From an optimization exercise on the open Yosys and OpenROAD flow, aimed at small area; shortcuts taken in it are not production practice. Only simulation tests tie the RTL to the original design; equivalence was not proved. Power figures rest on the tool's default switching activity, not on a simulated workload. The clock port is modelled as an ideal driver; clocking choices that lean on that would not hold on a real chip.

$ cat flow/run.sh
#!/bin/bash
# synth_recipe.tcl (not shown) runs the flow's synth.tcl, then flattens the netlist and writes it again
# the make line also repeats each setting of config.mk as NAME=value (left out here)
make -C /OpenROAD-flow-scripts/flow DESIGN_CONFIG=/design/flow/config.mk WORK_HOME=/design/flow/orfs CLKGATE_MAP_FILE= SYNTH_SCRIPT=/design/flow/synth_recipe.tcl finish
$ cat flow/config.mk
export PLATFORM = sky130hd
export DESIGN_NAME = vbus_decoder
export DESIGN_NICKNAME = vbus_decoder
export VERILOG_FILES = /design/flow/design.v
export SDC_FILE = /design/flow/constraint.sdc
export NUM_CORES = 8
export LEC_CHECK = 0
export CAP_MARGIN = 20
export CORE_MARGIN = 2
export CORE_UTILIZATION = 30
export SLEW_MARGIN = 20
export SYNTH_MEMORY_MAX_BITS = 16384
$ cat flow/constraint.sdc
create_clock -name core_clock -period 14.0 [get_ports {clk}]
set_input_delay 2.8000 -clock core_clock [delete_from_list [all_inputs] [get_ports {clk}]]
set_output_delay 2.8000 -clock core_clock [all_outputs]
set_load 0.01 [all_outputs]
$ cat flow/design.v
module vbus_decoder #(
    parameter ADDR_LE  = 0,     
    parameter BUF_CAP  = 762    
) (
    input  wire         clk,
    input  wire         rst,           
    input  wire         in_valid,
    input  wire [7:0]   in_byte,
    output reg  [1:0]   ev_kind,       
    output reg  [2:0]   ev_code,
    output reg  [7:0]   ev_byte,
    output reg  [6:0]   ev_expected,
    output reg  [6:0]   ev_index,
    output reg  [62:0]  ev_hdr_raw,    
    output reg  [15:0]  ev_dst,
    output reg  [15:0]  ev_src,
    output reg  [15:0]  ev_cmd,
    output reg  [7:0]   ev_frame_count,
    output reg  [104:0] ev_dg_raw,     
    input  wire [6:0]   rd_frame,
    output wire [31:0]  rd_data        
);
    localparam [2:0] S_WAIT = 3'd0,
                     S_DET  = 3'd1,
                     S_HDR1 = 3'd2,
                     S_HDR2 = 3'd3,
                     S_FRM  = 3'd4;
    localparam [1:0] EV_NONE = 2'd0, EV_PACKET = 2'd1, EV_ERROR = 2'd2, EV_DGRAM = 2'd3;
    localparam [2:0] E_FRAMING = 3'd1, E_UNSUP = 3'd2, E_UNREC = 3'd3,
                     E_HDRCK   = 3'd4, E_FCOUNT = 3'd5, E_FRMCK = 3'd6,
                     E_DGRAM   = 3'd7;
    reg [2:0]  st;
    reg [9:0]  len;                     
    reg [6:0]  buf_mem [0:BUF_CAP-1];   
    reg [62:0] pend;                    
    reg [2:0]  fpos;                    
    reg [6:0]  fidx;                    
    reg [9:0]  fsum;                    
    reg        fbad;                    
    reg [6:0]  fbad_idx;
    reg [6:0]  fbad_byte;
    reg [6:0]  fbad_exp;
    function [15:0] comb16(input [6:0] lo, input [6:0] hi);
        if (ADDR_LE != 0) comb16 = {1'b0, hi, 1'b0, lo};
        else              comb16 = {({1'b0, lo} + {1'b0, hi}), 8'h00};
    endfunction
    wire       is_sync    = (in_byte == 8'hAA);
    wire       is_illegal = in_byte[7] && !is_sync;
    wire [6:0] b          = in_byte[6:0];
    wire [62:0] hdr_now = {b, buf_mem[7], buf_mem[6], buf_mem[5], buf_mem[4],
                           buf_mem[3], buf_mem[2], buf_mem[1], buf_mem[0]};
    wire [9:0]  hdr_sum = buf_mem[0] + buf_mem[1] + buf_mem[2] + buf_mem[3]
                        + buf_mem[4] + buf_mem[5] + buf_mem[6] + buf_mem[7];
    wire [6:0]  hdr_ck  = ~hdr_sum[6:0];
    wire [6:0]  frm_ck  = ~fsum[6:0];
    wire [7:0]  pend_fc = {1'b0, pend[55:49]};
    wire [9:0]  grp_len = pend_fc * 6;
    always @(posedge clk) begin
        if (rst) begin
            st      <= S_WAIT;
            len     <= 10'd0;
            pend    <= 63'd0;
            fpos    <= 3'd0;
            fidx    <= 7'd0;
            fsum    <= 10'd0;
            fbad    <= 1'b0;
            ev_kind <= EV_NONE;
        end else begin
            ev_kind <= EV_NONE;
            if (in_valid) begin
                if (is_sync) begin
                    st   <= S_DET;
                    len  <= 10'd0;
                    pend <= 63'd0;
                end else if (is_illegal) begin
                    ev_kind     <= EV_ERROR;
                    ev_code     <= E_FRAMING;
                    ev_byte     <= in_byte;
                    ev_expected <= 7'd0;
                    ev_index    <= 7'd0;
                    st   <= S_WAIT;
                    len  <= 10'd0;
                    pend <= 63'd0;
                end else begin
                    case (st)
                    S_WAIT: ;  
                    S_DET: begin
                        buf_mem[len] <= b;
                        len <= len + 10'd1;
                        if (len == 10'd4) begin
                            if (b == 7'h10) begin
                                st <= S_HDR1;
                            end else if (b == 7'h20) begin
                                st <= S_HDR2;
                            end else begin
                                ev_kind     <= EV_ERROR;
                                ev_code     <= (b == 7'h30) ? E_UNSUP : E_UNREC;
                                ev_byte     <= {1'b0, b};
                                ev_expected <= 7'd0;
                                ev_index    <= 7'd0;
                                st  <= S_WAIT;
                                len <= 10'd0;
                            end
                        end
                    end
                    S_HDR1: begin
                        buf_mem[len] <= b;
                        len <= len + 10'd1;
                        if (len == 10'd8) begin
                            len <= 10'd0;
                            if (b != hdr_ck) begin
                                ev_kind     <= EV_ERROR;
                                ev_code     <= E_HDRCK;
                                ev_byte     <= {1'b0, b};
                                ev_expected <= hdr_ck;
                                ev_index    <= 7'd0;
                                st <= S_WAIT;
                            end else if (buf_mem[7] == 7'd0) begin
                                ev_kind        <= EV_PACKET;
                                ev_hdr_raw     <= hdr_now;
                                ev_dst         <= comb16(buf_mem[0], buf_mem[1]);
                                ev_src         <= comb16(buf_mem[2], buf_mem[3]);
                                ev_cmd         <= comb16(buf_mem[5], buf_mem[6]);
                                ev_frame_count <= 8'd0;
                                st <= S_WAIT;
                            end else begin
                                pend <= hdr_now;
                                fpos <= 3'd0;
                                fidx <= 7'd0;
                                fsum <= 10'd0;
                                fbad <= 1'b0;
                                st   <= S_FRM;
                            end
                        end
                    end
                    S_HDR2: begin
                        buf_mem[len] <= b;
                        len <= len + 10'd1;
                        if (len == 10'd14) begin
                            ev_kind   <= EV_DGRAM;
                            ev_code   <= E_DGRAM;
                            ev_dg_raw <= {b, buf_mem[13], buf_mem[12], buf_mem[11],
                                          buf_mem[10], buf_mem[9], buf_mem[8], buf_mem[7],
                                          buf_mem[6], buf_mem[5], buf_mem[4], buf_mem[3],
                                          buf_mem[2], buf_mem[1], buf_mem[0]};
                            st  <= S_WAIT;
                            len <= 10'd0;
                        end
                    end
                    S_FRM: begin
                        buf_mem[len] <= b;
                        len <= len + 10'd1;
                        if (fpos == 3'd5) begin
                            fpos <= 3'd0;
                            fidx <= fidx + 7'd1;
                            fsum <= 10'd0;
                            if (b != frm_ck && !fbad) begin
                                fbad      <= 1'b1;
                                fbad_idx  <= fidx;
                                fbad_byte <= b;
                                fbad_exp  <= frm_ck;
                            end
                        end else begin
                            fpos <= fpos + 3'd1;
                            fsum <= fsum + {3'd0, b};
                        end
                        if (len + 10'd1 == grp_len) begin
                            st   <= S_WAIT;
                            len  <= 10'd0;
                            pend <= 63'd0;
                            if (len + 10'd1 != grp_len) begin
                                ev_kind     <= EV_ERROR;           
                                ev_code     <= E_FCOUNT;
                                ev_byte     <= pend_fc;
                                ev_expected <= 7'd0;
                                ev_index    <= 7'd0;
                            end else if (fbad) begin
                                ev_kind     <= EV_ERROR;
                                ev_code     <= E_FRMCK;
                                ev_byte     <= {1'b0, fbad_byte};
                                ev_expected <= fbad_exp;
                                ev_index    <= fbad_idx;
                            end else if (b != frm_ck) begin
                                ev_kind     <= EV_ERROR;
                                ev_code     <= E_FRMCK;
                                ev_byte     <= {1'b0, b};
                                ev_expected <= frm_ck;
                                ev_index    <= fidx;
                            end else begin
                                ev_kind        <= EV_PACKET;
                                ev_hdr_raw     <= pend;
                                ev_dst         <= comb16(pend[6:0],   pend[13:7]);
                                ev_src         <= comb16(pend[20:14], pend[27:21]);
                                ev_cmd         <= comb16(pend[41:35], pend[48:42]);
                                ev_frame_count <= pend_fc;
                            end
                        end
                    end
                    default: begin
                        st  <= S_WAIT;
                        len <= 10'd0;
                    end
                    endcase
                end
            end
        end
    end
    wire [9:0] rd_base = rd_frame * 10'd6;
    wire [6:0] rs0 = buf_mem[rd_base];
    wire [6:0] rs1 = buf_mem[rd_base + 10'd1];
    wire [6:0] rs2 = buf_mem[rd_base + 10'd2];
    wire [6:0] rs3 = buf_mem[rd_base + 10'd3];
    wire [6:0] rmsb = buf_mem[rd_base + 10'd4];
    assign rd_data = {rmsb[3], rs3, rmsb[2], rs2, rmsb[1], rs1, rmsb[0], rs0};
endmodule
==> results.txt, run 1 <==
### Outcome
• run status: complete, no violations

### Clocking
• CTS tree: built
• clock root buffer: sky130_fd_sc_hd__clkbuf_16
• clock transition time at the flip-flop clock pins of the worst setup and hold paths: 60 ps
• Post-CTS Setup Repair Bufs: 0
• maximum count of clock buffers along a single path: 4
• Clock Sink Count: 5717
• number of buffers added to fix hold violations after cts: 0
• H-tree levels: 6
• post-cts gate resize count: 0
• number of buffers created by CTS: 614
• clock latency on the worst-skew pair: 1130 ps

### Global routing
• number of global-route vias before repair: 162000
• total grt overflow: 0
• first-pass GRT wire length: 1310000 µm
• all-layer global routing usage: 19.4%
• antenna violations before repair: 46
• maximum number of pins on one net before global-route repair: 216

### Setup path
• highest net fanout along the worst path: 27
• Critical Path End Type: primary output
• CP startpoint kind: primary input
• required time of the worst setup path: 11200 ps
• endpoint arrival time on the critical path: 10490 ps
• type of the setup path with the least slack: primary input to primary output

### Timing
• final-report max-slew violation count: 0
• PnR worst setup slack: 707 ps
• sum of negative setup slack: 0 ps
• RSZ-0062 raised after global routing: no
• Hold Violations, Final: 0
• Worst slew margin: 15.9%
• endpoints failing setup: 0
• transition at the pin with the smallest max-transition slack: 1260 ps
• clk_skew: 37.5 ps
• min Tclk post-route: 13290 ps
• fraction of the cycle the final worst path needs: 95.0%
• final hold slack: 477 ps
• maximum achievable frequency: 0.0752 GHz

### Placed design
• total placed cells including tap cells: 27000
• placed wire-length estimate after detailed placement: 612000 µm
• total placed instance area: 0.299 mm²
• final weighted congestion in routability-driven placement: 0.887
• pre-CTS WS: 862 ps
• number of port buffers: 275

### Drt
• remaining routing DRC violations: 0
• drt via density: 5.92
• detailed-routing iteration count for the pre-antenna-repair pass: 6
• detailed-route via count: 167000
• Routed WL per cell: 33.7 µm
• number of DRC markers after the initial detailed-route iteration: 25300
• Detail Route Antenna Nets: 0
• wire length after detailed routing: 949000 µm

### Power
• largest voltage drop on the vdd net: 0.134 mV
• leakage power: 97.6 nW
• PnR Total Power: 43.2 mW
• power per cell area: 135 mW/mm²

### Layout
• Nets: 15300
• Filler cells: 87200
• layout cell share with drive strength beyond 1: 32.6%
• end-of-flow core utilization: 34.2%
• relative area change from synthesis to final layout: 13.6%
• final cell area excluding filler cells: 0.320 mm²
• non-filler cells in the finished layout: 28200

### Synth
• area of the mapped netlist: 0.281 mm²
• number of flops mapped to enable cells by yosys: 5621
• Syn Inst Count: 15100
• synthesized flop and latch total: 5717
• synth warn: 1
• post-synth cell types: 85
• primary flip-flop cell chosen by synthesis mapping: sky130_fd_sc_hd__edfxtp_1
• Async S/R FF share, synth: 0%
• post-synthesis sequential area ratio: 60.7%
• syn_area_per_cell: 18.6 µm²

### Floorplanning
• width of the die: 972 µm
• initial cell density of the core: 30.1%
• core area: 0.935 mm²
• die area: 0.946 mm²
• count of boundary I/O pins: 301
• row count: 355
• vertical extent of the die: 972 µm

### Min path
• classification of the worst-slack hold path: register to register

### Run
• max_cap viols: 0

-- placed cells by master, fill, tap and decap left out, types with 73 or more instances in the layout --
master                            synthesis  layout
sky130_fd_sc_hd__edfxtp_1              5621    5621
sky130_fd_sc_hd__mux4_2                3565    3565
sky130_fd_sc_hd__nand2_1               1523    1515
sky130_fd_sc_hd__nor2_1                 898     861
sky130_fd_sc_hd__clkbuf_16                0     630
sky130_fd_sc_hd__nand3_1                410     384
sky130_fd_sc_hd__buf_4                  149     366
sky130_fd_sc_hd__clkdlybuf4s50_1          0     264
sky130_fd_sc_hd__a311oi_1               217     209
sky130_fd_sc_hd__and3_1                 158     158
sky130_fd_sc_hd__a21oi_1                148     146
sky130_fd_sc_hd__mux2i_1                144     144
sky130_fd_sc_hd__clkinv_1                 1     123
sky130_fd_sc_hd__clkinv_2                 0     110
sky130_fd_sc_hd__inv_1                  110     109
sky130_fd_sc_hd__clkbuf_1               579     108
sky130_fd_sc_hd__buf_12                   0      98
sky130_fd_sc_hd__dfxtp_1                 96      96
sky130_fd_sc_hd__o21ai_0                 96      94
sky130_fd_sc_hd__ha_1                    75      73
-- per-layer routing --
metal / vias up / wire (µm) / GRT usage [%]
met2: 11800 / 439000 / 30.6
li1: 64000 / - / -
met1: 89400 / 348000 / 25.5
met3: 1721 / 116000 / 5.25
met5: - / 138 / 0
met4: 14 / 45700 / 7.94
-- critical path, stage by stage --
cell	delay, ps
sky130_fd_sc_hd__clkdlybuf4s50_1	750
sky130_fd_sc_hd__ha_1	410
sky130_fd_sc_hd__fa_4	1420
sky130_fd_sc_hd__nand2_1	220
sky130_fd_sc_hd__or4_4	540
sky130_fd_sc_hd__or3_1	500
sky130_fd_sc_hd__xnor2_4	410
sky130_fd_sc_hd__buf_4	450
sky130_fd_sc_hd__nand2_1	790
sky130_fd_sc_hd__a211oi_1	1050
sky130_fd_sc_hd__buf_4	300
sky130_fd_sc_hd__nor3_2	50
sky130_fd_sc_hd__buf_4	200
sky130_fd_sc_hd__clkdlybuf4s50_1	510
-- final cells by class --
type | count | area, µm² | area share, %
timing repair buffer | 743 | 7610 | 2.38
tap | 12500 | 15600 | 4.89
clock inverter | 371 | 3780 | 1.18
sequential | 5717 | 171000 | 53.4
antenna | 32 | 80.1 | 0.0251
inverter | 111 | 418 | 0.131
multi-input combinational | 7977 | 105000 | 32.9
clock buffer | 744 | 16300 | 5.09
-- cell usage after synthesis (all sizes together) (68+ instances only) --
| library cell | n | area [µm²] |
|---|---|---|
| ha | 75 | 938 |
| a311oi | 217 | 1900 |
| edfxtp | 5621 | 169000 |
| nor2 | 898 | 3370 |
| a211oi | 70 | 526 |
| buf | 754 | 3980 |
| o21ai | 100 | 504 |
| a21oi | 148 | 741 |
| mux2i | 144 | 1440 |
| inv | 110 | 413 |
| mux4 | 3565 | 80300 |
| and3 | 158 | 988 |
| a31oi | 70 | 438 |
| dfxtp | 96 | 1920 |
| nand3 | 410 | 2050 |
| xnor2 | 68 | 644 |
| nand2 | 1523 | 5720 |
| clkbuf | 581 | 2180 |
-- logic make-up after synthesis --
kind of cell,synth area share (%)
xor+xnor,0.376
fa+ha+maj,0.632
mux,29.1
simple gates,4.66
flops,60.7
buf+inv,2.34
compound gates,2.22
other cells,0.00133
-- final timing paths --
check / slack (ps) / cells after the start / startpoint / end
worst max-delay path: 710 / 14 / rd_frame[1] / rd_data[27]
worst min-delay path: 480 / 1 / pend[61] / pend[61]
worst max register to register: 6840 / 19 / buf_mem[7][2] / ev_src[8]
worst min register to register: 480 / 1 / pend[61] / pend[61]
-- state kept, by name (all words and copies together) (netlist names), 7 cells and up --
name and cells:
buf_mem 5376, ev_hdr_raw 63, ev_dst 8, fidx 7, len 10, fbad_byte 7
ev_src 8, pend 63, fsum 7, ev_frame_count 7, ev_index 7, ev_byte 8
ev_cmd 8, ev_dg_raw 105, ev_expected 7, fbad_idx 7, fbad_exp 7
-- power by group --
part,switching [mW],total (mW),leakage (nW),internal [mW]
registers,0.00186,18.8,51.3,18.8
clock network,7.03,16.5,9.76,9.45
logic,4.99,7.95,36.6,2.96
==> run 2: changes to the inputs <==
==> flow/design.v (replaced) <==
module vbus_decoder #(
    parameter ADDR_LE  = 0      
) (
    input  wire         clk,
    input  wire         rst,           
    input  wire         in_valid,
    input  wire [7:0]   in_byte,
    output reg  [1:0]   ev_kind,       
    output reg  [2:0]   ev_code,
    output wire [7:0]   ev_byte,
    output reg  [6:0]   ev_expected,
    output reg  [6:0]   ev_index,
    output wire [62:0]  ev_hdr_raw,    
    output wire [15:0]  ev_dst,
    output wire [15:0]  ev_src,
    output wire [15:0]  ev_cmd,
    output wire [7:0]   ev_frame_count,
    output wire [104:0] ev_dg_raw,     
    input  wire [6:0]   rd_frame,
    output wire [31:0]  rd_data        
);
    localparam [1:0] S_WAIT = 2'd0, S_HDR = 2'd1, S_FRM = 2'd2;
    localparam [1:0] EV_NONE = 2'd0, EV_PACKET = 2'd1, EV_ERROR = 2'd2, EV_DGRAM = 2'd3;
    localparam [2:0] E_FRAMING = 3'd1, E_UNSUP = 3'd2, E_UNREC = 3'd3,
                     E_HDRCK   = 3'd4, E_FRMCK = 3'd6, E_DGRAM = 3'd7;
    reg [1:0]  st;
    reg        dg;                      
    reg [3:0]  len;                     
    reg [2:0]  fpos;                    
    reg [6:0]  fidx;                    
    reg [6:0]  acc;                     
    reg        fbad;                    
    reg [6:0]  ev_byte_lo;
    reg [6:0]  hb [0:14];               
    reg [27:0] stg;                     
    reg [31:0] cmt;                     
    reg        cmt_v;
    reg [6:0]  cmt_k;
    reg [2:0]  ph;                      
    reg [31:0] ring [0:127];            
    function [15:0] comb16(input [6:0] lo, input [6:0] hi);
        if (ADDR_LE != 0) comb16 = {1'b0, hi, 1'b0, lo};
        else              comb16 = {({1'b0, lo} + {1'b0, hi}), 8'h00};
    endfunction
    wire       acc_in  = in_valid && !rst;
    wire       is_sync = (in_byte == 8'hAA);
    wire       is_ill  = in_byte[7] && !is_sync;
    wire       is_data = acc_in && !in_byte[7];
    wire [6:0] b       = in_byte[6:0];
    wire [6:0] sum     = acc + b;
    wire       ck_ok   = &sum;           
    wire       in_hdr  = is_data && st == S_HDR;
    wire       in_frm  = is_data && st == S_FRM;
    wire       last_frm = (fidx + 7'd1 == hb[7]);
    wire [31:0] fresh = {b[3], stg[27:21], b[2], stg[20:14], b[1], stg[13:7], b[0], stg[6:0]};
    wire        fresh_v  = in_frm && fpos == 3'd4;
    wire [2:0]  fresh_q  = ph + fidx[2:0];
    wire [2:0]  cmt_q    = ph + cmt_k[2:0];
    wire        wr_fresh = fresh_v && fresh_q == 3'd7;
    wire        wr_cmt   = cmt_v && cmt_q == 3'd7;
    wire [31:0] wdata    = wr_cmt ? cmt : fresh;
    wire [3:0]  wring    = wr_cmt ? cmt_k[6:3] : fidx[6:3];
    wire        wr       = wr_cmt || wr_fresh;
    integer r, i;
    wire [15:0] we;
    wire [31:0] head [0:15];
    genvar hr, hj;
    for (hr = 0; hr < 16; hr = hr + 1) begin : g_head
        assign we[hr] = wr && wring == hr;
        for (hj = 0; hj < 32; hj = hj + 1) begin : g_hbit
            vbus_ao22 u_ao (.a1(ring[8*hr+7][hj]), .a2(!we[hr]),
                            .b1(wdata[hj]),        .b2(we[hr]),
                            .y(head[hr][hj]));
        end
    end
    always @(posedge clk) begin
        ph <= ph + 3'd1;
        for (r = 0; r < 16; r = r + 1) begin
            for (i = 7; i > 0; i = i - 1)
                ring[8*r+i] <= ring[8*r+i-1];
            ring[8*r] <= head[r];
        end
        if (fresh_v && !wr_fresh) begin
            cmt   <= fresh;
            cmt_k <= fidx;
        end
        if (in_frm && fpos < 3'd4)
            stg[7*fpos +: 7] <= b;
    end
    always @(posedge clk) begin
        if (rst)
            cmt_v <= 1'b0;
        else if (fresh_v && !wr_fresh)
            cmt_v <= 1'b1;
        else if (wr_cmt)
            cmt_v <= 1'b0;
    end
    always @(posedge clk) begin
        if (in_hdr)
            for (i = 0; i < 15; i = i + 1)
                if (i != 4 && len == i) hb[i] <= b;
    end
    always @(posedge clk) begin
        if (rst) begin
            st      <= S_WAIT;
            ev_kind <= EV_NONE;
        end else begin
            ev_kind <= EV_NONE;
            if (in_valid) begin
                if (is_sync) begin
                    st  <= S_HDR;
                    len <= 4'd0;
                    dg  <= 1'b0;
                    acc <= 7'd0;
                end else if (is_ill) begin
                    ev_kind     <= EV_ERROR;
                    ev_code     <= E_FRAMING;
                    ev_byte_lo  <= b;
                    ev_expected <= 7'd0;
                    ev_index    <= 7'd0;
                    st <= S_WAIT;
                end else if (st == S_HDR) begin
                    len <= len + 4'd1;
                    acc <= sum;
                    if (len == 4'd4) begin
                        dg <= (b == 7'h20);
                        if (b != 7'h10 && b != 7'h20) begin
                            ev_kind     <= EV_ERROR;
                            ev_code     <= (b == 7'h30) ? E_UNSUP : E_UNREC;
                            ev_byte_lo  <= b;
                            ev_expected <= 7'd0;
                            ev_index    <= 7'd0;
                            st <= S_WAIT;
                        end
                    end
                    if (len == 4'd8 && !dg) begin
                        acc  <= 7'd0;
                        fpos <= 3'd0;
                        fidx <= 7'd0;
                        fbad <= 1'b0;
                        if (!ck_ok) begin
                            ev_kind     <= EV_ERROR;
                            ev_code     <= E_HDRCK;
                            ev_byte_lo  <= b;
                            ev_expected <= ~acc;
                            ev_index    <= 7'd0;
                            st <= S_WAIT;
                        end else if (hb[7] == 7'd0) begin
                            ev_kind <= EV_PACKET;
                            st <= S_WAIT;
                        end else begin
                            st <= S_FRM;
                        end
                    end
                    if (len == 4'd14) begin
                        ev_kind <= EV_DGRAM;
                        ev_code <= E_DGRAM;
                        st <= S_WAIT;
                    end
                end else if (st == S_FRM) begin
                    if (fpos == 3'd5) begin
                        fpos <= 3'd0;
                        fidx <= fidx + 7'd1;
                        acc  <= 7'd0;
                        if (!ck_ok && !fbad) begin
                            fbad        <= 1'b1;
                            ev_byte_lo  <= b;
                            ev_expected <= ~acc;
                            ev_index    <= fidx;
                        end
                        if (last_frm) begin
                            st      <= S_WAIT;
                            ev_code <= E_FRMCK;
                            ev_kind <= (fbad || !ck_ok) ? EV_ERROR : EV_PACKET;
                        end
                    end else begin
                        fpos <= fpos + 3'd1;
                        acc  <= sum;
                    end
                end
            end
        end
    end
    assign ev_byte        = {ev_code == E_FRAMING, ev_byte_lo};
    assign ev_hdr_raw     = {hb[8], hb[7], hb[6], hb[5], 7'h10, hb[3], hb[2], hb[1], hb[0]};
    assign ev_dg_raw      = {hb[14], hb[13], hb[12], hb[11], hb[10], hb[9], hb[8], hb[7],
                             hb[6], hb[5], 7'h20, hb[3], hb[2], hb[1], hb[0]};
    assign ev_dst         = comb16(hb[0], hb[1]);
    assign ev_src         = comb16(hb[2], hb[3]);
    assign ev_cmd         = comb16(hb[5], hb[6]);
    assign ev_frame_count = {1'b0, hb[7]};
    wire [2:0]   rpos = ph + rd_frame[2:0];
    wire         byp  = cmt_v && (rd_frame == cmt_k);
    wire [15:0]  rsel;
    wire [7:0]   psel;
    wire [128:0] sel;
    wire [31:0]  wd [0:128];
    genvar g, j;
    for (g = 0; g < 16; g = g + 1) begin : g_rsel
        assign rsel[g] = !byp && rd_frame[6:3] == g;
    end
    for (g = 0; g < 8; g = g + 1) begin : g_psel
        assign psel[g] = rpos == g;
    end
    for (g = 0; g < 128; g = g + 1) begin : g_sel
        assign sel[g] = rsel[g/8] && psel[g%8];
        assign wd[g]  = ring[g];
    end
    assign sel[128] = byp;
    assign wd[128]  = cmt;
    wire [42:0] grp [0:31];             
    for (j = 0; j < 32; j = j + 1) begin : g_bit
        for (g = 0; g < 43; g = g + 1) begin : g_grp
            vbus_aoi222 u_aoi (.a1(sel[3*g]),   .a2(wd[3*g][j]),
                               .b1(sel[3*g+1]), .b2(wd[3*g+1][j]),
                               .c1(sel[3*g+2]), .c2(wd[3*g+2][j]),
                               .y(grp[j][g]));
        end
        assign rd_data[j] = ~&grp[j];
    end
endmodule
module vbus_aoi222 (
    input  wire a1, a2, b1, b2, c1, c2,
    output wire y
);
    assign y = ~((a1 & a2) | (b1 & b2) | (c1 & c2));
endmodule
module vbus_ao22 (
    input  wire a1, a2, b1, b2,
    output wire y
);
    assign y = (a1 & a2) | (b1 & b2);
endmodule
--- a/flow/config.mk
+++ b/flow/config.mk
@@ -7,6 +7,10 @@
 export LEC_CHECK = 0
 export CAP_MARGIN = 20
 export CORE_MARGIN = 2
-export CORE_UTILIZATION = 30
+export CORE_UTILIZATION = 70
+export CTS_BUF_LIST = sky130_fd_sc_hd__clkbuf_16
+export CTS_CLUSTER_DIAMETER = 60
+export CTS_CLUSTER_SIZE = 30
 export SLEW_MARGIN = 20
+export SYNTH_HIERARCHICAL = 1
 export SYNTH_MEMORY_MAX_BITS = 16384
==> run 2 against run 1 <==
- routed wire length is 60% lower
- sequential power fell by 34%
- total power fell by 56%
- final cell count shrank 63%
- largest cell class unchanged
- first-iteration DRC count shrank 30%
- fmax up 16%
==> results.txt, run 2 <==
### Clocking
• post-cts gate resize count: 0
• Clock Sink Count: 4316
• number of buffers created by CTS: 184
• maximum count of clock buffers along a single path: 3
• Post-CTS Setup Repair Bufs: 0
• clock root buffer: sky130_fd_sc_hd__clkbuf_16
• clock latency on the worst-skew pair: 870 ps
• CTS tree: built
• clock transition time at the flip-flop clock pins of the worst setup and hold paths: 100 ps
• H-tree levels: 4
• number of buffers added to fix hold violations after cts: 0

### Timing
• fraction of the cycle the final worst path needs: 81.8%
• final-report max-slew violation count: 0
• endpoints failing setup: 0
• min Tclk post-route: 11450 ps
• Worst slew margin: 15.0%
• Hold Violations, Final: 0
• clk_skew: 39.3 ps
• final hold slack: 333 ps
• PnR worst setup slack: 2550 ps
• sum of negative setup slack: 0 ps
• maximum achievable frequency: 0.0873 GHz
• RSZ-0062 raised after global routing: no
• transition at the pin with the smallest max-transition slack: 1270 ps

### Placed design
• pre-CTS WS: 2660 ps
• placed wire-length estimate after detailed placement: 234000 µm
• final weighted congestion in routability-driven placement: 0.946
• total placed instance area: 0.122 mm²
• number of port buffers: 261
• total placed cells including tap cells: 10000

### Floorplanning
• initial cell density of the core: 70.6%
• width of the die: 409 µm
• vertical extent of the die: 409 µm
• die area: 0.168 mm²
• core area: 0.163 mm²
• row count: 148
• count of boundary I/O pins: 301

### Global routing
• first-pass GRT wire length: 534000 µm
• GR met3 Demand/Resource: 13.7%
• all-layer global routing usage: 43.7%
• total grt overflow: 0
• met2 Resource Use GR: 62.4%
• maximum number of pins on one net before global-route repair: 49
• antenna violations before repair: 10
• number of global-route vias before repair: 76800
• Most Used Layer, Global Route: met2
• met1 routing resource usage after global routing: 58.3%

### Layout
• relative area change from synthesis to final layout: 11.2%
• max FFs per register: 4096
• commonest non-fill, non-tap cells in the layout: sky130_fd_sc_hd__dfxtp_1 (4104), sky130_fd_sc_hd__a222oi_1 (1376), sky130_fd_sc_hd__a22o_1 (526), sky130_fd_sc_hd__nand4_1 (324), sky130_fd_sc_hd__clkdlybuf4s50_1 (261)
• layout cell share with drive strength beyond 1: 8.94%
• most frequent standard cell in the layout excluding fill and tap cells: sky130_fd_sc_hd__dfxtp_1
• non-filler cells in the finished layout: 10400
• Filler cells: 9660
• Nets: 8119
• Biggest register: ring
• leading registers by flop count: ring x4096, hb x98, cmt x32
• area occupied by multi-input gates: 0.0264 mm²
• Reg area: 0.0885 mm²
• end-of-flow core utilization: 78.5%
• final cell area excluding filler cells: 0.128 mm²

### Setup path
• stage delay of the slowest cell on the critical path: 1000 ps
• endpoint arrival time on the critical path: 8650 ps
• highest net fanout along the worst path: 22
• origin of the critical flop-to-flop path: cmt_k[0]
• worst-case register-to-register setup slack: 8730 ps
• worst path cell trace: clkdlybuf4s50_1, xnor2_1, nand4_1, nor2_4, nor3b_1, nand2_1, nor2_2, buf_4, a222oi_1, nand4_1, nor4_1, buf_4, nand3_1, clkdlybuf4s50_1
• required time of the worst setup path: 11200 ps
• destination of the worst register-to-register timing path: ring[112][28]
• slowest CP cell: sky130_fd_sc_hd__nor3b_1
• CP startpoint kind: primary input
• crit path from: rd_frame[6]
• cell family with most CP delay: simple AND/OR/NAND/NOR gates
• Critical Path End Type: primary output
• type of the setup path with the least slack: primary input to primary output
• buffering stage count on the worst path with inverters included: 4
• worst reg2reg path depth: 13

### Drt
• number of DRC markers after the initial detailed-route iteration: 17800
• drt via density: 7.55
• detailed-route via count: 78100
• wire length after detailed routing: 378000 µm
• detailed-routing iteration count for the pre-antenna-repair pass: 13
• Routed WL per cell: 36.5 µm
• Detail Route Antenna Nets: 0
• remaining routing DRC violations: 0

### Synth
• number of flops mapped to enable cells by yosys: 212
• fraction of post-synthesis cell area in the top cell type by area: 71.4%
• area of the mapped netlist: 0.115 mm²
• Syn Inst Count: 7490
• synth warn: 11
• most frequently used cell type in the post-synthesis netlist: sky130_fd_sc_hd__dfxtp_1
• primary flip-flop cell chosen by synthesis mapping: sky130_fd_sc_hd__dfxtp_1
• syn_area_per_cell: 15.4 µm²
• largest cells by area after synthesis: sky130_fd_sc_hd__dfxtp_1 (71%), sky130_fd_sc_hd__a222oi_1 (12%), sky130_fd_sc_hd__edfxtp_1 (5.5%), sky130_fd_sc_hd__a22o_1 (4.0%), sky130_fd_sc_hd__nand4_1 (1.8%)
• post-synth cell types: 60
• post-synthesis cell type with the largest combined area: sky130_fd_sc_hd__dfxtp_1
• Async S/R FF share, synth: 0%
• synthesized flop and latch total: 4316
• list of most frequent post-synthesis cells: sky130_fd_sc_hd__dfxtp_1 (4104), sky130_fd_sc_hd__a222oi_1 (1376), sky130_fd_sc_hd__a22o_1 (526)
• post-synthesis sequential area ratio: 77.0%

### Power
• leakage power: 46.7 nW
• PnR Total Power: 19.1 mW
• power per cell area: 149 mW/mm²
• largest voltage drop on the vdd net: 0.164 mV

### Run
• max_cap viols: 0

### Min path
• classification of the worst-slack hold path: register to register
• Hold Crit Depth: 0
• Worst Hold Path EP: ring[3][22]
• Hold Crit Start: ring[2][22]

### Outcome
• run status: complete, no violations

==> run 2: how the worst max path moves through the flow <==
stage	to	cells after the start
4_1_cts	rd_data[16]	14
3_3_place_gp	rd_data[17]	14
5_1_grt	rd_data[16]	14
2_1_floorplan	rd_data[0]	11
6_report	rd_data[17]	14
3_5_place_dp	rd_data[16]	14
==> run 2: power breakdown <==
part / leakage (nW) / internal [mW] / switching [mW]
sequential: 34.9 / 12.4 / 0.00147
clock: 2.94 / 2.69 / 3.92
combinational: 8.83 / 0.0249 / 0.102
total: 46.7 / 15.1 / 4.02
==> run 2: kinds of logic after synthesis <==
kind of cell | Yosys count | share of synthesized area, %
other cells | 2 | 0.00653
mux | 59 | 0.579
buf+inv | 178 | 0.938
compound gates | 1996 | 16.5
fa+ha+maj | 50 | 0.590
xor+xnor | 51 | 0.412
simple gates | 838 | 3.95
flops | 4316 | 77.0
==> run 2: final cells by class <==
| class | count | area share (%) |
|---|---|---|
| Inverter | 41 | 0.120 |
| Tap cell | 2175 | 2.13 |
| Timing Repair Buffer | 475 | 3.29 |
| Multi-Input combinational cell | 3033 | 20.6 |
| Clock inverter | 117 | 1.01 |
| Antenna cell | 8 | 0.0156 |
| Clock buffer | 185 | 3.62 |
| Sequential cell | 4316 | 69.2 |
==> run 2: per-module statistics from Yosys (local to each module, per instance) <==
module        area (µm²)  flops+latches
vbus_decoder       96700           4316
vbus_ao22           8.76              0
vbus_aoi222         10.0              0
==> run 2: metal layers <==
layer / share of wire [%] / routed length, µm
met2: 42 / 157000
met1: 36 / 135000
met3: 15 / 57600
met4: 7.4 / 27900
met5: 0.043 / 161
==> run 3: changes to the inputs <==
==> flow/flow/run.sh (new file) <==
#!/bin/bash
# Standard ORFS flow (standard.sh), with two layout settings changed:
#  - CTS without dummy loads, larger sink clusters on clkbuf_16 only;
#  - port buffers use the smallest buffer cell.
# make's full output goes to standard_flow.log here; ORFS's per-step logs are in orfs/logs/.
set -u
export CTS_ARGS="-sink_clustering_enable -repair_clock_nets -dont_use_dummy_load -sink_clustering_size 30 -sink_clustering_max_diameter 60 -buf_list sky130_fd_sc_hd__clkbuf_16"
export BUFFER_PORTS_ARGS="-buffer_cell sky130_fd_sc_hd__buf_1"
bash standard.sh > standard_flow.log 2>&1
==> flow/standard.sh (new file) <==
#!/bin/bash
# synth_recipe.tcl (not shown) runs the flow's synth.tcl, then flattens the netlist and writes it again
# the make line also repeats each setting of config.mk as NAME=value (left out here)
make -C /OpenROAD-flow-scripts/flow DESIGN_CONFIG=/design/flow/config.mk WORK_HOME=/design/flow/orfs CLKGATE_MAP_FILE= SYNTH_SCRIPT=/design/flow/synth_recipe.tcl "${@:-finish}"
removed: flow/run.sh
==> run 3 against run 2 <==
- clock-buffer cell count rose by 1
- first-iteration DRC count decreased by 8.5%
- setup slack improved by 580 ps
- still clean
- critical path type unchanged
- core utilization fell by 1.7 points
- synthesized cell count did not move
- critical path depth is 1 lower
- clock power shrank about 10%
- via count shrank 1.7%
==> results.txt, run 3 <==
### Timing
• endpoints failing setup: 0
• fraction of the cycle the final worst path needs: 77.6%
• sum of negative setup slack: 0 ps
• Worst slew margin: 6.78%
• clk_skew: 91.2 ps
• transition at the pin with the smallest max-transition slack: 1400 ps
• min Tclk post-route: 10870 ps
• PnR worst setup slack: 3130 ps
• maximum achievable frequency: 0.0920 GHz
• Hold Violations, Final: 0
• final-report max-slew violation count: 0
• RSZ-0062 raised after global routing: no

### Power
• Net Sw Frac: 19.9%
• leakage power: 45.4 nW
• Cell Int Power: 14.8 mW
• power dissipated by switching net loads: 3.66 mW
• register share of total power: 67.1%
• proportion of power drawn by combinational gates: 0.7%
• power per cell area: 147 mW/mm²
• relative contribution of the clock network to total power: 32.2%
• largest voltage drop on the vdd net: 0.153 mV

### Synth
• largest cells by area after synthesis: sky130_fd_sc_hd__dfxtp_1 (71%), sky130_fd_sc_hd__a222oi_1 (12%), sky130_fd_sc_hd__edfxtp_1 (5.5%), sky130_fd_sc_hd__a22o_1 (4.0%), sky130_fd_sc_hd__nand4_1 (1.8%)
• most frequently used cell type in the post-synthesis netlist: sky130_fd_sc_hd__dfxtp_1
• synth warn: 11
• Synth Area in Compound Gates: 16.5%
• post-synthesis share of cell area spent on xor and xnor gates: 0.412%
• primary flip-flop cell chosen by synthesis mapping: sky130_fd_sc_hd__dfxtp_1
• post-synthesis sequential area ratio: 77.0%
• syn_area_per_cell: 15.4 µm²
• combinational family with the most area after synthesis: compound AO/OA/AOI/OAI gates
• fraction of post-synthesis cell area in the top cell type by area: 71.4%
• Syn Inst Count: 7490
• number of flops mapped to enable cells by yosys: 212
• post-synth cell types: 60
• list of most frequent post-synthesis cells: sky130_fd_sc_hd__dfxtp_1 (4104), sky130_fd_sc_hd__a222oi_1 (1376), sky130_fd_sc_hd__a22o_1 (526)
• synthesized-area fraction occupied by adder cells: 0.590%
• post-synthesis mux area share: 0.579%
• area share of and/or/nand/nor cells after synthesis: 3.95%
• area of the mapped netlist: 0.115 mm²
• Async S/R FF share, synth: 0%
• synthesized flop and latch total: 4316
• post-synthesis cell type with the largest combined area: sky130_fd_sc_hd__dfxtp_1

### Layout
• Reg area: 0.0885 mm²
• Filler cells: 10100
• most frequent standard cell in the layout excluding fill and tap cells: sky130_fd_sc_hd__dfxtp_1
• area occupied by multi-input gates: 0.0264 mm²
• Biggest register: ring
• commonest non-fill, non-tap cells in the layout: sky130_fd_sc_hd__dfxtp_1 (4104), sky130_fd_sc_hd__a222oi_1 (1376), sky130_fd_sc_hd__a22o_1 (526), sky130_fd_sc_hd__nand4_1 (324), sky130_fd_sc_hd__buf_1 (259)
• leading registers by flop count: ring x4096, hb x98, cmt x32
• relative area change from synthesis to final layout: 8.81%
• Nets: 8129
• layout cell share with drive strength beyond 1: 8.16%
• max FFs per register: 4096

### Placed design
• placed wire-length estimate after detailed placement: 234000 µm
• final weighted congestion in routability-driven placement: 0.924
• number of port buffers: 261
• pre-CTS WS: 3380 ps

### Clocking
• post-cts gate resize count: 0
• number of buffers added to fix hold violations after cts: 0
• Post-CTS Setup Repair Bufs: 0
• Clock Sink Count: 4316
• H-tree levels: 4
• clock root buffer: sky130_fd_sc_hd__clkbuf_16
• clock transition time at the flip-flop clock pins of the worst setup and hold paths: 110 ps
• clock latency on the worst-skew pair: 890 ps
• maximum count of clock buffers along a single path: 3
• number of buffers created by CTS: 186
• CTS tree: built

### Floorplanning
• vertical extent of the die: 409 µm
• core area: 0.163 mm²
• row count: 148
• width of the die: 409 µm
• die area: 0.168 mm²
• count of boundary I/O pins: 301
• initial cell density of the core: 70.6%

### Drt
• number of DRC markers after the initial detailed-route iteration: 16300
• detailed-routing iteration count for the pre-antenna-repair pass: 12
• Detail Route Antenna Nets: 0
• remaining routing DRC violations: 0
• wire length after detailed routing: 367000 µm
• detailed-route via count: 76800
• Routed WL per cell: 35.9 µm
• drt via density: 7.50

### Setup path
• required time of the worst setup path: 11200 ps
• worst reg2reg path depth: 12
• destination of the worst register-to-register timing path: ring[104][15]
• endpoint arrival time on the critical path: 8070 ps
• Critical Path End Type: primary output
• worst-case register-to-register setup slack: 8920 ps
• type of the setup path with the least slack: primary input to primary output
• highest net fanout along the worst path: 32
• CP startpoint kind: primary input
• origin of the critical flop-to-flop path: cmt_k[0]

### Outcome
• run status: complete, no violations

### Global routing
• maximum number of pins on one net before global-route repair: 42
• first-pass GRT wire length: 519000 µm
• antenna violations before repair: 8
• number of global-route vias before repair: 75100
• all-layer global routing usage: 42.4%
• total grt overflow: 0

### Min path
• Hold Crit Depth: 0
• Hold Crit Start: ring[101][31]
• classification of the worst-slack hold path: register to register
• Worst Hold Path EP: ring[102][31]

### Run
• max_cap viols: 0

[run 3: cell count changes in the layout (fill, tap and decap cells not counted), moves of 12 or more]
cell                              before  now
sky130_fd_sc_hd__buf_1                 0  259
sky130_fd_sc_hd__clkinv_8             12    0
sky130_fd_sc_hd__clkdlybuf4s50_1     261    0
sky130_fd_sc_hd__inv_1                55   37
sky130_fd_sc_hd__inv_6                28    0
[run 3: worst max-delay path by stage]
stage          slack (ps)          end        start  depth (start not counted)
2_1_floorplan        5060   rd_data[0]  rd_frame[6]                         11
3_3_place_gp         3190  rd_data[16]  rd_frame[0]                         14
3_5_place_dp         3380   rd_data[3]  rd_frame[5]                         13
4_1_cts              3360   rd_data[3]  rd_frame[5]                         13
5_1_grt              3240   rd_data[2]  rd_frame[5]                         13
6_report             3130   rd_data[2]  rd_frame[5]                         13
[run 3: cell families (layout without fill, tap and decap cells)]
logic type      Yosys count  in the layout
compound gates         1996           1996
xor+xnor                 51             51
fa+ha+maj                50             50
buf+inv                 178            710
flops                  4316           4316
mux                      59             59
other cells               2             42
simple gates            838            838
[run 3: power by group through the flow]
| stage | Sequential, mW | Clock [mW] | Combinational, mW |
|---|---|---|---|
| after floorplan | 12.6 | 0 | 0.0531 |
| after global placement | 12.6 | 0 | 0.115 |
| after detailed placement | 12.6 | 0 | 0.117 |
| after CTS | 12.4 | 5.91 | 0.117 |
| after global routing | 12.4 | 6.33 | 0.125 |
| final | 12.4 | 5.93 | 0.126 |
[run 3: worst max-delay path: stages]
cell and delay, ps:
sky130_fd_sc_hd__buf_1 340, sky130_fd_sc_hd__xnor2_1 170, sky130_fd_sc_hd__nand4_1 170, sky130_fd_sc_hd__nor2_4 470, sky130_fd_sc_hd__nor3_2 230, sky130_fd_sc_hd__nand3_1 640
sky130_fd_sc_hd__nor2_4 10, sky130_fd_sc_hd__buf_4 370, sky130_fd_sc_hd__a222oi_1 1030, sky130_fd_sc_hd__nand4_1 220, sky130_fd_sc_hd__nor4_2 920, sky130_fd_sc_hd__nand3_1 410
sky130_fd_sc_hd__buf_1 260
[run 3: routing by layer]
layer | track usage, % | up-vias | routed length (µm)
met3 | 11.1 | 1197 | 52900
met5 | 0 | - | 59
met1 | 57.7 | 38000 | 134000
met2 | 61.2 | 5955 | 154000
met4 | 25.6 | 10 | 26700
li1 | - | 31700 | -
[run 3: final cells by class]
type	count	share of cell area, %
antenna	3	0.00600
tap	2175	2.17
timing repair buffer	483	2.12
clock buffer	186	3.72
multi-input combinational	3033	21.1
sequential	4316	70.7
inverter	41	0.123
[run 3: per-module statistics from Yosys (local to each module, per instance)]
| module | area, µm² | flip-flops and latches |
|---|---|---|
| vbus_ao22 | 8.76 | 0 |
| vbus_aoi222 | 10.0 | 0 |
| vbus_decoder | 96700 | 4316 |
[run 3: through the flow]
stage | hold WS, ps | cell area, µm² | std cells | util [%] | power [mW]
global route | 268 | 125000 | 10200 | 76.8 | 18.8
detailed placement | 335 | 120000 | 10000 | 73.9 | 12.8
finish | 264 | 125000 | 10200 | 76.8 | 18.4
floorplan | 330 | 115000 | 7527 | - | 12.7
CTS | 275 | 125000 | 10200 | 76.7 | 18.4
global placement | 331 | 120000 | 10000 | 73.8 | 12.8
==> run 4: changes to the inputs <==
--- a/flow/design.v
+++ b/flow/design.v
@@ -25,13 +25,12 @@
                      E_HDRCK   = 3'd4, E_FRMCK = 3'd6, E_DGRAM = 3'd7;
     reg [1:0]  st;
     reg        dg;                      
-    reg [3:0]  len;                     
-    reg [2:0]  fpos;                    
+    reg [3:0]  cnt;                     
     reg [6:0]  fidx;                    
     reg [6:0]  acc;                     
     reg        fbad;                    
     reg [6:0]  ev_byte_lo;
-    reg [6:0]  hb [0:14];               
+    reg [6:0]  hb [0:8];                
     reg [27:0] stg;                     
     reg [31:0] cmt;                     
     reg        cmt_v;
@@ -53,7 +52,7 @@
     wire       in_frm  = is_data && st == S_FRM;
     wire       last_frm = (fidx + 7'd1 == hb[7]);
     wire [31:0] fresh = {b[3], stg[27:21], b[2], stg[20:14], b[1], stg[13:7], b[0], stg[6:0]};
-    wire        fresh_v  = in_frm && fpos == 3'd4;
+    wire        fresh_v  = in_frm && cnt == 4'd4;
     wire [2:0]  fresh_q  = ph + fidx[2:0];
     wire [2:0]  cmt_q    = ph + cmt_k[2:0];
     wire        wr_fresh = fresh_v && fresh_q == 3'd7;
@@ -65,10 +64,12 @@
     wire [15:0] we;
     wire [31:0] head [0:15];
     genvar hr, hj;
+    wire [15:0] we_n;
     for (hr = 0; hr < 16; hr = hr + 1) begin : g_head
-        assign we[hr] = wr && wring == hr;
+        vbus_nand2 u_wen (.a(wr), .b(wring == hr), .y(we_n[hr]));
+        vbus_inv   u_we  (.a(we_n[hr]), .y(we[hr]));
         for (hj = 0; hj < 32; hj = hj + 1) begin : g_hbit
-            vbus_ao22 u_ao (.a1(ring[8*hr+7][hj]), .a2(!we[hr]),
+            vbus_ao22 u_ao (.a1(ring[8*hr+7][hj]), .a2(we_n[hr]),
                             .b1(wdata[hj]),        .b2(we[hr]),
                             .y(head[hr][hj]));
         end
@@ -84,8 +85,9 @@
             cmt   <= fresh;
             cmt_k <= fidx;
         end
-        if (in_frm && fpos < 3'd4)
-            stg[7*fpos +: 7] <= b;
+        for (i = 0; i < 4; i = i + 1)
+            if ((in_frm && cnt == i) || (in_hdr && cnt == 9 + i))
+                stg[7*i +: 7] <= b;
     end
     always @(posedge clk) begin
         if (rst)
@@ -97,8 +99,8 @@
     end
     always @(posedge clk) begin
         if (in_hdr)
-            for (i = 0; i < 15; i = i + 1)
-                if (i != 4 && len == i) hb[i] <= b;
+            for (i = 0; i < 9; i = i + 1)
+                if (i != 4 && cnt == i) hb[i] <= b;
     end
     always @(posedge clk) begin
         if (rst) begin
@@ -109,7 +111,7 @@
             if (in_valid) begin
                 if (is_sync) begin
                     st  <= S_HDR;
-                    len <= 4'd0;
+                    cnt <= 4'd0;
                     dg  <= 1'b0;
                     acc <= 7'd0;
                 end else if (is_ill) begin
@@ -120,9 +122,9 @@
                     ev_index    <= 7'd0;
                     st <= S_WAIT;
                 end else if (st == S_HDR) begin
-                    len <= len + 4'd1;
+                    cnt <= cnt + 4'd1;
                     acc <= sum;
-                    if (len == 4'd4) begin
+                    if (cnt == 4'd4) begin
                         dg <= (b == 7'h20);
                         if (b != 7'h10 && b != 7'h20) begin
                             ev_kind     <= EV_ERROR;
@@ -133,9 +135,9 @@
                             st <= S_WAIT;
                         end
                     end
-                    if (len == 4'd8 && !dg) begin
+                    if (cnt == 4'd8 && !dg) begin
+                        cnt  <= 4'd0;
                         acc  <= 7'd0;
-                        fpos <= 3'd0;
                         fidx <= 7'd0;
                         fbad <= 1'b0;
                         if (!ck_ok) begin
@@ -152,14 +154,17 @@
                             st <= S_FRM;
                         end
                     end
-                    if (len == 4'd14) begin
-                        ev_kind <= EV_DGRAM;
-                        ev_code <= E_DGRAM;
+                    if (cnt == 4'd13)
+                        ev_byte_lo <= b;
+                    if (cnt == 4'd14) begin
+                        ev_index <= b;
+                        ev_kind  <= EV_DGRAM;
+                        ev_code  <= E_DGRAM;
                         st <= S_WAIT;
                     end
                 end else if (st == S_FRM) begin
-                    if (fpos == 3'd5) begin
-                        fpos <= 3'd0;
+                    if (cnt == 4'd5) begin
+                        cnt  <= 4'd0;
                         fidx <= fidx + 7'd1;
                         acc  <= 7'd0;
                         if (!ck_ok && !fbad) begin
@@ -174,8 +179,8 @@
                             ev_kind <= (fbad || !ck_ok) ? EV_ERROR : EV_PACKET;
                         end
                     end else begin
-                        fpos <= fpos + 3'd1;
-                        acc  <= sum;
+                        cnt <= cnt + 4'd1;
+                        acc <= sum;
                     end
                 end
             end
@@ -183,7 +188,7 @@
     end
     assign ev_byte        = {ev_code == E_FRAMING, ev_byte_lo};
     assign ev_hdr_raw     = {hb[8], hb[7], hb[6], hb[5], 7'h10, hb[3], hb[2], hb[1], hb[0]};
-    assign ev_dg_raw      = {hb[14], hb[13], hb[12], hb[11], hb[10], hb[9], hb[8], hb[7],
+    assign ev_dg_raw      = {ev_index, ev_byte_lo, stg, hb[8], hb[7],
                              hb[6], hb[5], 7'h20, hb[3], hb[2], hb[1], hb[0]};
     assign ev_dst         = comb16(hb[0], hb[1]);
     assign ev_src         = comb16(hb[2], hb[3]);
@@ -202,8 +207,10 @@
     for (g = 0; g < 8; g = g + 1) begin : g_psel
         assign psel[g] = rpos == g;
     end
+    wire [127:0] sel_n;
     for (g = 0; g < 128; g = g + 1) begin : g_sel
-        assign sel[g] = rsel[g/8] && psel[g%8];
+        vbus_nand2 u_seln (.a(rsel[g/8]), .b(psel[g%8]), .y(sel_n[g]));
+        vbus_inv   u_sel  (.a(sel_n[g]), .y(sel[g]));
         assign wd[g]  = ring[g];
     end
     assign sel[128] = byp;
@@ -231,3 +238,15 @@
 );
     assign y = (a1 & a2) | (b1 & b2);
 endmodule
+module vbus_nand2 (
+    input  wire a, b,
+    output wire y
+);
+    assign y = ~(a & b);
+endmodule
+module vbus_inv (
+    input  wire a,
+    output wire y
+);
+    assign y = ~a;
+endmodule
==> flow/config.mk (replaced) <==
export PLATFORM = sky130hd
export DESIGN_NAME = vbus_decoder
export DESIGN_NICKNAME = vbus_decoder
export VERILOG_FILES = /design/flow/design.v
export SDC_FILE = /design/flow/constraint.sdc
export NUM_CORES = 8
export LEC_CHECK = 0
export CAP_MARGIN = 0
export CORE_MARGIN = 2
export CORE_UTILIZATION = 80
export CTS_BUF_LIST = sky130_fd_sc_hd__clkbuf_16
export CTS_CLUSTER_DIAMETER = 60
export CTS_CLUSTER_SIZE = 30
export SLEW_MARGIN = 0
export SYNTH_HIERARCHICAL = 1
export SYNTH_MEMORY_MAX_BITS = 16384
==> run 4 against run 3 <==
- highest routed layer unchanged
- final cell count decreased by 2.7%
- final area decreased by 2.4%
- critical path depth increased by 2
- hold slack improved by 34 ps
- sequential share of layout area increased by 0.63 points
- fmax about the same
- synthesized cell count increased by 1.0%
- global-route usage increased by 5.4 points
- register-to-register slack got worse by 550 ps
- non-clock buffer count decreased by 57
- first-iteration DRC count increased by 14%
- clock-buffer cell count decreased by 14
- the layout now fails its checks (max-capacitance violations)
==> results.txt, run 4 <==
### Global routing
• total grt overflow: 0
• antenna violations before repair: 10
• number of global-route vias before repair: 78300
• first-pass GRT wire length: 514000 µm
• maximum number of pins on one net before global-route repair: 51
• all-layer global routing usage: 47.8%

### Timing
• Worst slew margin: -2.53%
• endpoints failing setup: 0
• sum of negative setup slack: 0 ps
• clk_skew: 76.4 ps
• fraction of the cycle the final worst path needs: 77.6%
• Hold Violations, Final: 0
• final-report max-slew violation count: 2
• maximum achievable frequency: 0.0920 GHz
• final hold slack: 298 ps
• min Tclk post-route: 10870 ps
• transition at the pin with the smallest max-transition slack: 1530 ps
• RSZ-0062 raised after global routing: no
• PnR worst setup slack: 3130 ps

### Layout
• leading registers by flop count: ring x4096, hb x56, cmt x32
• most frequent standard cell in the layout excluding fill and tap cells: sky130_fd_sc_hd__dfxtp_1
• commonest non-fill, non-tap cells in the layout: sky130_fd_sc_hd__dfxtp_1 (4104), sky130_fd_sc_hd__a222oi_1 (1376), sky130_fd_sc_hd__a22o_1 (514), sky130_fd_sc_hd__nand4_1 (324), sky130_fd_sc_hd__buf_1 (261)
• Biggest register: ring
• max FFs per register: 4096
• end-of-flow core utilization: 86.4%
• layout cell share with drive strength beyond 1: 5.29%
• relative area change from synthesis to final layout: 7.23%
• Nets: 8125

### Floorplanning
• vertical extent of the die: 381 µm
• count of boundary I/O pins: 301
• initial cell density of the core: 80.5%
• width of the die: 381 µm
• row count: 138
• die area: 0.145 mm²
• core area: 0.141 mm²

### Outcome
• run status: complete, but fails checks
• layout violations: max-capacitance violations

### Synth
• primary flip-flop cell chosen by synthesis mapping: sky130_fd_sc_hd__dfxtp_1
• list of most frequent post-synthesis cells: sky130_fd_sc_hd__dfxtp_1 (4104), sky130_fd_sc_hd__a222oi_1 (1376), sky130_fd_sc_hd__a22o_1 (514)
• area of the mapped netlist: 0.114 mm²
• synthesized flop and latch total: 4271
• synth warn: 11
• largest cells by area after synthesis: sky130_fd_sc_hd__dfxtp_1 (72%), sky130_fd_sc_hd__a222oi_1 (12%), sky130_fd_sc_hd__edfxtp_1 (4.4%), sky130_fd_sc_hd__a22o_1 (4.0%), sky130_fd_sc_hd__nand4_1 (1.8%)
• Async S/R FF share, synth: 0%
• Syn Inst Count: 7568
• fraction of post-synthesis cell area in the top cell type by area: 72.1%
• post-synthesis cell type with the largest combined area: sky130_fd_sc_hd__dfxtp_1
• post-synthesis sequential area ratio: 76.5%
• number of flops mapped to enable cells by yosys: 167
• syn_area_per_cell: 15.0 µm²
• most frequently used cell type in the post-synthesis netlist: sky130_fd_sc_hd__dfxtp_1
• post-synth cell types: 65

### Min path
• classification of the worst-slack hold path: register to register

### Setup path
• Critical Path End Type: primary output
• type of the setup path with the least slack: primary input to primary output
• CP startpoint kind: primary input
• highest net fanout along the worst path: 23
• required time of the worst setup path: 11200 ps
• endpoint arrival time on the critical path: 8070 ps

### Placed design
• placed wire-length estimate after detailed placement: 220000 µm
• final weighted congestion in routability-driven placement: 0.941
• number of port buffers: 261
• pre-CTS WS: 3540 ps

### Power
• largest voltage drop on the vdd net: 0.140 mV
• leakage power: 45.7 nW
• power per cell area: 147 mW/mm²

### Clocking
• number of buffers created by CTS: 172
• clock root buffer: sky130_fd_sc_hd__clkbuf_16
• clock transition time at the flip-flop clock pins of the worst setup and hold paths: 80 ps
• Clock Sink Count: 4271
• clock latency on the worst-skew pair: 870 ps
• CTS tree: built
• post-cts gate resize count: 0
• H-tree levels: 4
• number of buffers added to fix hold violations after cts: 0
• maximum count of clock buffers along a single path: 3
• Post-CTS Setup Repair Bufs: 0

### Drt
• drt via density: 7.89
• Routed WL per cell: 36.0 µm
• detailed-routing iteration count for the pre-antenna-repair pass: 15
• Detail Route Antenna Nets: 0
• wire length after detailed routing: 359000 µm
• number of DRC markers after the initial detailed-route iteration: 18600
• detailed-route via count: 78600
• remaining routing DRC violations: 0

### Run
• max_cap viols: 1

## run 4: per-stage QoR
step | area [µm²] | power, mW | instances
floorplan | 114000 | 12.6 | 7605
global placement | 118000 | 12.6 | 9778
detailed placement | 118000 | 12.6 | 9778
CTS | 122000 | 17.9 | 9950
global route | 122000 | 18.3 | 9955
finish | 122000 | 18.0 | 9963
## run 4: worst max-delay path, cell delays in order
cell and delay [ps]:
sky130_fd_sc_hd__buf_1 190, sky130_fd_sc_hd__ha_1 270, sky130_fd_sc_hd__fa_1 400, sky130_fd_sc_hd__xnor2_1 340, sky130_fd_sc_hd__xor2_1 360, sky130_fd_sc_hd__nor2_1 130, sky130_fd_sc_hd__buf_4 230, sky130_fd_sc_hd__nand2_1 80
sky130_fd_sc_hd__inv_1 200, sky130_fd_sc_hd__buf_4 310, sky130_fd_sc_hd__a222oi_1 800, sky130_fd_sc_hd__nand4_1 220, sky130_fd_sc_hd__nor4_2 890, sky130_fd_sc_hd__nand3_1 550, sky130_fd_sc_hd__buf_1 270
## run 4: path summary, 6_finish.rpt
path,startpoint,endpoint,slack [ps],depth (start not counted)
max,rd_frame[0],rd_data[13],3130,15
min,ring[106][27],ring[107][27],300,0
max reg2reg,cmt_k[0],ring[24][7],8370,13
min reg2reg,ring[106][27],ring[107][27],300,0
## run 4: report_power, final
| part | internal, mW | total (mW) | switching (mW) | leakage (nW) |
|---|---|---|---|---|
| combinational | 0.0173 | 0.107 | 0.0901 | 9.08 |
| clock | 2.21 | 5.66 | 3.45 | 2.12 |
| sequential | 12.2 | 12.2 | 0.00172 | 34.5 |
## run 4: per-layer routing
metal  vias up  track usage (%)  routed length (µm)
met4         2             31.3               28700
met1     38200             63.1              122000
met2      7261             68.5              151000
met5         -                0                  13
li1      31500                -                   -
met3      1631             15.1               57600
## run 4: final cells by class
type,count,area (µm²)
Clock buffer,172,4300
Sequential cell,4271,87200
Inverter,181,679
Fill cell,6631,19300
Tap cell,1890,2360
Timing Repair Buffer,426,2220
Multi-Input combinational cell,3010,25400
Antenna cell,13,32.5
## run 4: per-module statistics from Yosys (local to each module, per instance)
module / times used / cell area (µm²) / flip-flops and latches
vbus_nand2: 144 / 3.75 / 0
vbus_inv: 144 / 3.75 / 0
vbus_aoi222: 1376 / 10.0 / 0
vbus_ao22: 512 / 8.76 / 0
vbus_decoder: 1 / 94600 / 4271
## run 4: logic make-up after synthesis
logic type,share of synthesized area [%]
flops,76.5
simple gates,3.89
other cells,0.00659
xor+xnor,0.405
mux,0.436
buf+inv,1.47
fa+ha+maj,0.540
compound gates,16.7
==> run 5: changes to the inputs <==
==> flow/flow/run.sh (replaced) <==
#!/bin/bash
# Standard ORFS flow (standard.sh), with two layout settings changed:
#  - CTS without dummy loads, larger sink clusters on clkbuf_16 only;
#  - port buffers use the smallest buffer cell.
# make's full output goes to standard_flow.log here; ORFS's per-step logs are in orfs/logs/.
set -u
export CTS_ARGS="-sink_clustering_enable -repair_clock_nets -dont_use_dummy_load -sink_clustering_size 30 -sink_clustering_max_diameter 70 -buf_list sky130_fd_sc_hd__clkbuf_16"
export BUFFER_PORTS_ARGS="-buffer_cell sky130_fd_sc_hd__buf_1"
bash standard.sh > standard_flow.log 2>&1
==> flow/config.mk (replaced) <==
export PLATFORM = sky130hd
export DESIGN_NAME = vbus_decoder
export DESIGN_NICKNAME = vbus_decoder
export VERILOG_FILES = /design/flow/design.v
export SDC_FILE = /design/flow/constraint.sdc
export NUM_CORES = 8
export LEC_CHECK = 0
export CAP_MARGIN = 20
export CORE_MARGIN = 2
export CORE_UTILIZATION = 80
export CTS_BUF_LIST = sky130_fd_sc_hd__clkbuf_16
export CTS_CLUSTER_DIAMETER = 70
export CTS_CLUSTER_SIZE = 30
export SLEW_MARGIN = 20
export SYNTH_HIERARCHICAL = 1
export SYNTH_MEMORY_MAX_BITS = 16384
==> run 5 against run 4 <==
- the run now finishes clean
- critical path type unchanged
- non-clock buffer count grew 2
- clock power shrank 2%
- die area is the same
- hold slack gained 25 ps
- clock skew grew 4.9 ps
- via count shrank 0.41%
- largest cell class unchanged
- sequential power is essentially flat
- routed wire length shrank 0.38%
- final cell count is essentially flat
- first-iteration DRC count shrank 2.0%
- fmax grew 0.62%
- register-to-register slack gained 100 ps
==> results.txt, run 5 <==
### Timing
• fraction of the cycle the final worst path needs: 77.1%
• transition at the pin with the smallest max-transition slack: 1270 ps
• final hold slack: 323 ps
• maximum achievable frequency: 0.0926 GHz
• clk_skew: 81.3 ps
• endpoints failing setup: 0
• RSZ-0062 raised after global routing: no
• Hold Violations, Final: 0
• min Tclk post-route: 10800 ps
• sum of negative setup slack: 0 ps
• final-report max-slew violation count: 0
• Worst slew margin: 15.6%

### Synth
• synthesized-area fraction occupied by adder cells: 0.540%
• Syn Inst Count: 7568
• most frequently used cell type in the post-synthesis netlist: sky130_fd_sc_hd__dfxtp_1
• post-synthesis cell type with the largest combined area: sky130_fd_sc_hd__dfxtp_1
• post-synthesis sequential area ratio: 76.5%
• synth warn: 11
• fraction of post-synthesis cell area in the top cell type by area: 72.1%
• syn_area_per_cell: 15.0 µm²
• Async S/R FF share, synth: 0%
• primary flip-flop cell chosen by synthesis mapping: sky130_fd_sc_hd__dfxtp_1
• area of the mapped netlist: 0.114 mm²
• post-synth cell types: 65
• area share of and/or/nand/nor cells after synthesis: 3.89%
• largest cells by area after synthesis: sky130_fd_sc_hd__dfxtp_1 (72%), sky130_fd_sc_hd__a222oi_1 (12%), sky130_fd_sc_hd__edfxtp_1 (4.4%), sky130_fd_sc_hd__a22o_1 (4.0%), sky130_fd_sc_hd__nand4_1 (1.8%)
• list of most frequent post-synthesis cells: sky130_fd_sc_hd__dfxtp_1 (4104), sky130_fd_sc_hd__a222oi_1 (1376), sky130_fd_sc_hd__a22o_1 (514)
• post-synthesis share of cell area spent on xor and xnor gates: 0.405%
• synthesized flop and latch total: 4271
• post-synthesis mux area share: 0.436%
• number of flops mapped to enable cells by yosys: 167
• Synth Area in Compound Gates: 16.7%
• combinational family with the most area after synthesis: compound AO/OA/AOI/OAI gates

### Floorplanning
• count of boundary I/O pins: 301
• initial cell density of the core: 80.5%
• row count: 138
• core area: 0.141 mm²
• vertical extent of the die: 381 µm
• die area: 0.145 mm²
• width of the die: 381 µm

### Setup path
• worst path cell trace: buf_1, ha_1, fa_1, xnor2_1, xnor2_1, nor2_1, buf_4, nand2_1, clkinv_1, a222oi_1, nand4_1, nor3_1, nand3_1, buf_1
• worst reg2reg path depth: 13
• Critical Path End Type: primary output
• highest net fanout along the worst path: 19
• stage delay of the slowest cell on the critical path: 910 ps
• required time of the worst setup path: 11200 ps
• type of the setup path with the least slack: primary input to primary output
• worst-case register-to-register setup slack: 8470 ps
• CP startpoint kind: primary input
• slowest CP cell: sky130_fd_sc_hd__clkinv_1
• origin of the critical flop-to-flop path: cmt_k[0]
• destination of the worst register-to-register timing path: ring[24][30]
• cell family with most CP delay: simple AND/OR/NAND/NOR gates
• buffering stage count on the worst path with inverters included: 4
• endpoint arrival time on the critical path: 8000 ps

### Power
• power per cell area: 146 mW/mm²
• largest voltage drop on the vdd net: 0.146 mV
• leakage power: 45.6 nW

### Layout
• max FFs per register: 4096
• Filler cells: 6655
• Biggest register: ring
• layout cell share with drive strength beyond 1: 5.24%
• relative area change from synthesis to final layout: 7.08%
• non-filler cells in the finished layout: 9956
• leading registers by flop count: ring x4096, hb x56, cmt x32
• Nets: 8117
• final cell area excluding filler cells: 0.122 mm²
• most frequent standard cell in the layout excluding fill and tap cells: sky130_fd_sc_hd__dfxtp_1
• commonest non-fill, non-tap cells in the layout: sky130_fd_sc_hd__dfxtp_1 (4104), sky130_fd_sc_hd__a222oi_1 (1376), sky130_fd_sc_hd__a22o_1 (514), sky130_fd_sc_hd__nand4_1 (324), sky130_fd_sc_hd__buf_1 (261)

### Clocking
• H-tree levels: 4
• clock root buffer: sky130_fd_sc_hd__clkbuf_16
• clock latency on the worst-skew pair: 840 ps
• Clock Sink Count: 4271
• CTS tree: built
• number of buffers added to fix hold violations after cts: 0
• maximum count of clock buffers along a single path: 3
• number of buffers created by CTS: 162
• clock transition time at the flip-flop clock pins of the worst setup and hold paths: 110 ps
• post-cts gate resize count: 0
• Post-CTS Setup Repair Bufs: 0

### Global routing
• maximum number of pins on one net before global-route repair: 51
• total grt overflow: 0
• antenna violations before repair: 16
• number of global-route vias before repair: 78100
• first-pass GRT wire length: 513000 µm
• all-layer global routing usage: 47.6%

### Drt
• detailed-routing iteration count for the pre-antenna-repair pass: 13
• wire length after detailed routing: 357000 µm
• Routed WL per cell: 35.9 µm
• detailed-route via count: 78300
• Detail Route Antenna Nets: 0
• number of DRC markers after the initial detailed-route iteration: 18300
• remaining routing DRC violations: 0
• drt via density: 7.86

### Placed design
• placed wire-length estimate after detailed placement: 220000 µm
• total placed cells including tap cells: 9778
• total placed instance area: 0.118 mm²
• final weighted congestion in routability-driven placement: 0.941
• number of port buffers: 261

### Min path
• Worst Hold Path EP: ring[58][12]
• Hold Crit Depth: 0
• Hold Crit Start: ring[57][12]
• classification of the worst-slack hold path: register to register

### Run
• max_cap viols: 0

### Outcome
• run status: complete, no violations

## run 5: worst max path at each step
| stage | from | to | cells past startpoint |
|---|---|---|---|
| after global placement | rd_frame[0] | rd_data[0] | 15 |
| after floorplan | rd_frame[0] | rd_data[0] | 11 |
| after detailed placement | rd_frame[0] | rd_data[0] | 15 |
| after global routing | rd_frame[0] | rd_data[7] | 14 |
| final | rd_frame[0] | rd_data[7] | 14 |
| after CTS | rd_frame[0] | rd_data[4] | 15 |
## run 5: final cells by class
class	count	area (µm²)	area share (%)
Inverter	181	679	0.557
Tap cell	1890	2360	1.94
Clock buffer	162	4050	3.32
Sequential cell	4271	87200	71.5
Antenna cell	14	35.0	0.0287
Multi-Input combinational cell	3010	25400	20.8
Timing Repair Buffer	428	2260	1.85
## run 5: kinds of logic after synthesis
kind of cell,count (synthesis)
AO/OA/AOI/OAI,2003
XOR/XNOR,48
adder cells (fa/ha/maj),45
buffers and inverters,324
flip-flops,4271
multiplexers,45
other,2
AND/OR/NAND/NOR,830
## run 5: routing by layer
layer | routed length (µm) | global-route usage [%]
met2 | 149000 | 67.7
met1 | 121000 | 63.6
met5 | 90 | 0
met3 | 58100 | 14.3
met4 | 28800 | 31.6
## run 5: through the flow
step	worst slack (ps)	util, %	total power [mW]
finish	3200	86.2	17.9
detailed placement	3540	83.3	12.6
global placement	3680	83.3	12.6
floorplan	5510	-	12.6
global route	3330	86.2	18.2
CTS	3520	86.2	17.8
## run 5: report_power, final
group | switching [mW] | total, mW | internal, mW
Clock | 3.44 | 5.53 | 2.09
Sequential | 0.00173 | 12.2 | 12.2
Combinational | 0.0897 | 0.107 | 0.0174
## run 5: modules after synthesis (local to each module, per instance)
module / cells / cell area, µm²
vbus_decoder: 5392 / 94600
vbus_aoi222: 1 / 10.0
vbus_ao22: 1 / 8.76
vbus_inv: 1 / 3.75
vbus_nand2: 1 / 3.75

==> static timing again, ports no longer ideal <==
The results above use ideal ports. As a check the final layouts listed here were re-extracted and re-timed, cells and wires unchanged.
Step 1: set_driving_cell puts a clkbuf_16 on clk and a buf_2 on each other input, an assumption about the parent block.
Step 2, shift: input delay + t, output delay - t, t = (earliest + latest rising clock arrival at the registers) / 2. This alone moves slack from input paths to output paths.
Three values: ideal, step 1, step 2; two values: the first two.
| run | t (ns) | slack for setup (ns) | clock arrival spread, ns | pins driven straight from the clock port |
|---|---|---|---|---|
| run 1 | 1.254 | 0.707 / 0.681 / 0.681 | 0.049 / 0.049 | 1 |
| run 2 | 0.933 | 2.545 / 2.521 / 2.521 | 0.039 / 0.039 | 1 |
| run 3 | 0.924 | 3.130 / 3.092 / 3.092 | 0.091 / 0.091 | 1 |
| run 4 | 0.910 | 3.133 / 3.091 / 3.091 | 0.092 / 0.092 | 1 |
| run 5 | 0.871 | 3.199 / 3.165 / 3.165 | 0.101 / 0.100 | 1 |
For run 4, which loses most, drivers alone change the setup slack by -0.042 ns; drivers and shift together by -0.042 ns.
